Context: an optimization exercise on an open-source flow, tuned for small area, a short achievable clock period and few clock cycles. The choices shown serve that exercise and are no tape-out recipe.
The RTL was checked by simulation tests, not by an equivalence proof against the original design.
Power and IR drop assume default switching activity.

## run 1
// bace
module bace (
    input  wire        clk,
    input  wire        rst,
    input  wire        req_valid,
    input  wire        req_we,
    input  wire [4:0]  req_addr,
    input  wire [31:0] req_wdata,
    output reg         rsp_valid,
    output reg  [31:0] rsp_rdata,
    output wire        irq
);
    localparam [2:0] E_ILLEGAL      = 3'd1;
    localparam [2:0] E_FULL         = 3'd2;
    localparam [2:0] E_RANGE        = 3'd3;
    localparam [2:0] E_LAGMIN       = 3'd4;
    localparam [2:0] E_INSUFFICIENT = 3'd5;
    localparam [2:0] E_SHORT        = 3'd6;
    localparam [2:0] Q_IDLE  = 3'd0;
    localparam [2:0] Q_WIN   = 3'd1;    
    localparam [2:0] Q_STEP  = 3'd2;    
    localparam [2:0] Q_SWEEP = 3'd3;    
    localparam [2:0] Q_DRAIN = 3'd4;    
    localparam [2:0] Q_CHK   = 3'd5;    
    reg         op_v, op_fast, op_rd, op_cmd;
    reg         op_wctrl, op_wlag, op_wthr, op_wsd;
    reg  [4:0]  op_addr;
    reg  [31:0] op_wd;
    reg         k_nop, k_clear, k_push, k_pushb, k_window, k_seek, k_step, k_sweep;
    reg         k_pp;        
    reg         ie_err, ie_swept;
    reg  [2:0]  errcode;
    reg  [31:0] errcmd_l;    
    reg  [15:0] lagmin;
    reg  [31:0] thresh;
    reg  [31:0] sdata;
    reg         zstate, nonfin;
    reg  [10:0] len;
    reg  [5:0]  nwords;      
    reg  [1023:0] memv;
    reg  [31:0] stage;       
    reg         edge_f;
    reg  [31:0] win;
    reg  [15:0] pos;
    reg  [8:0]  dist_r, dlag_r;
    reg         dvalid;
    reg  [8:0]  best_lag, best_dist;    
    reg         found, swept;
    reg         last_bit;
    reg         enc_hi, enc_lo;         
    reg         irq_r;
    reg         rsp_pend;
    reg  [2:0]  seq;
    reg         busy;        
    reg         seq_sweep;
    reg  [1:0]  kind;        
    reg         c_winbad, c_done, c_short, c_lag0, c_insuf;
    reg  [9:0]  tgt;
    reg  [479:0] S;
    reg  [9:0]  p;
    reg  [10:0] q;           
    reg  [4:0]  fr;          
    reg  [31:15] fb;         
    assign irq = irq_r;
    wire [9:0]  half   = len[10:1];
    wire        done_f = (pos >= {6'd0, half});
    wire        full_f = len[10];
    wire        errf   = (errcode != 3'd0);
    wire [4:0]  kpairs = (nwords[5:1]) - 5'd1;
    wire [31:0] status = {23'd0, full_f, swept, found, dvalid, done_f,
  ...
Size: ~75 I/O pins.
export LEC_CHECK = 0
export CAP_MARGIN = 20
export CORE_MARGIN = 2
export CORE_UTILIZATION = 40
export SLEW_MARGIN = 20
create_clock -name core_clock -period 12.0 [get_ports {clk}]
standard.sh (not shown) runs the stock make flow with config.mk's settings and CLKGATE_MAP_FILE= SYNTH_SCRIPT=/design/flow/synth_recipe.tcl, a recipe that flattens the netlist after the stock synthesis.
==> flow/flow/run.sh <==
#!/bin/bash
# The standard layout, with the timing repair steps aiming at a setup slack
# of 8 ns (the design's 12 ns clock and constraints are unchanged).
set -euo pipefail
bash standard.sh SETUP_SLACK_MARGIN=8 finish > make_finish.log 2>&1
Run 1 completed end to end with timing, DRC and antenna clean.
Testbench counts of run 1, summed over its fixed seeds: cycles 42,749.
For run 2, these inputs were changed with respect to run 1:
diff --git a/flow/config.mk b/flow/config.mk
--- a/flow/config.mk
+++ b/flow/config.mk
@@ -9,3 +9,3 @@
 export CORE_MARGIN = 2
-export CORE_UTILIZATION = 40
+export CORE_UTILIZATION = 55
 export SLEW_MARGIN = 20
Notes after the runs:
- The worst-case headroom to the max-slew limit reported for run 2 is smaller than that of run 1 by 2.2 points.
- Between run 2 and run 1, the part of the cycle the worst path needs figures differ only marginally.
- Against run 1 as the reference, run 2 delivers a lower via count.
Here is what was changed in the inputs of run 3 compared with run 2.
==> flow/flow/run.sh <==
#!/bin/bash
# The standard layout, with the timing repair steps aiming at a setup slack
# of 8.5 ns and the port buffers made of buf_4 cells (the design's 12 ns
# clock and constraints are unchanged).
set -euo pipefail
bash standard.sh SETUP_SLACK_MARGIN=8.5 "BUFFER_PORTS_ARGS=-buffer_cell sky130_fd_sc_hd__buf_4" finish > make_finish.log 2>&1
- Compared to run 2, run 3 has final cell count about 0.37% higher.
- Diff run 2 -> run 3: power drawn by the clock network now smaller; final-layout clock buffer total now smaller.
- Via density per instance of run 3 exceeds that of run 2 slightly.
- Looking at standard cell with the maximum stage delay on the critical path, the sky130_fd_sc_hd__dfxtp_1 result is from run 2; the sky130_fd_sc_hd__dfxtp_4 one comes from run 3.
- Taking run 2 as the reference, in run 3 maximum number of pins on one net before global-route repair fell 54, final core utilization rose 0.75 points, max-slew headroom at the worst pin rose 3.2 points, number of non-clock buffers rose about 12%, power fell about 1.5%.
- Compared with run 2, run 3 shows a higher met1 layer wirelength in the final routing.
- Diff run 2..run 3 | critical path depth | unchanged

the reference run:
bace, a different RTL version from the one above (not shown whole).
Size in the first run: roughly 8300 cells after synthesis, roughly 2200 flip-flops, about 95000 um^2 of cells after synthesis.
Settings: LEC_CHECK=0, CAP_MARGIN=20, CORE_MARGIN=2, CORE_UTILIZATION=40, SLEW_MARGIN=20; clock period 12.0 ns.
==> flow/flow/run.sh <==
#!/bin/bash
# The standard layout, with the timing repair steps aiming at a setup slack
# of 8 ns (the design's 12 ns clock and constraints are unchanged).
set -euo pipefail
bash standard.sh SETUP_SLACK_MARGIN=8 finish > make_finish.log 2>&1
Testbench counts of the reference run, summed over its fixed seeds: cycles 42,731.
#### Input delta (the trial run over the reference run)
==> flow/run.sh (new file) <==
#!/bin/bash
# synth_recipe.tcl (not shown) runs the flow's synth.tcl, then flattens the netlist and writes it again
# the make line also repeats each setting of config.mk as NAME=value (left out here)
make -C /OpenROAD-flow-scripts/flow DESIGN_CONFIG=/design/flow/config.mk WORK_HOME=/design/flow/orfs CLKGATE_MAP_FILE= SYNTH_SCRIPT=/design/flow/synth_recipe.tcl finish
removed: flow/flow/run.sh
removed: flow/standard.sh
[compare] base=the reference run new=the trial run: total iterations of the first detailed-routing run dropped 3; relative contribution of the clock network to total power has increased; share of post-route cells with drive strength above 1 has remained practically unchanged; design area roughly the same.

-- separate check: timing with driven ports --
In the flow no input, the clock included, has a driving cell. The finished layouts below were timed again as built, in two steps. Step 1 assumes that a clkbuf_16 drives the clock port and a buf_2 every other input. Step 2 times the ports against the registers' clock, not the clock port: input delays grow and output delays shrink by t, the midpoint of the rising clock arrivals with the driver on. Three values: ideal ports, drivers, drivers and shift; two values: the first two.
run | t (ns) | slack for setup (ns) | worst register clock-pin slew, ns | worst data-port slew with drivers (ns) | pins driven straight from the clock port
run 1 | 0.933 | 8.080 / 7.993 / 7.221 | 0.07 / 0.07 | 0.05 | 1
run 2 | 0.925 | 8.085 / 8.002 / 7.283 | 0.07 / 0.07 | 0.04 | 1
run 3 | 0.930 | 8.247 / 8.162 / 7.632 | 0.07 / 0.07 | 0.04 | 1
the reference run | 0.930 | 7.886 / 7.886 / 7.349 | 0.07 / 0.07 | 0.04 | 1
the trial run | 0.928 | 7.709 / 7.709 / 7.191 | 0.07 / 0.07 | 0.05 | 1
After both steps setup and hold are still met in every run listed. The setup slack of run 1, which loses most, moves by -0.087 ns with the drivers and by -0.859 ns with both steps.
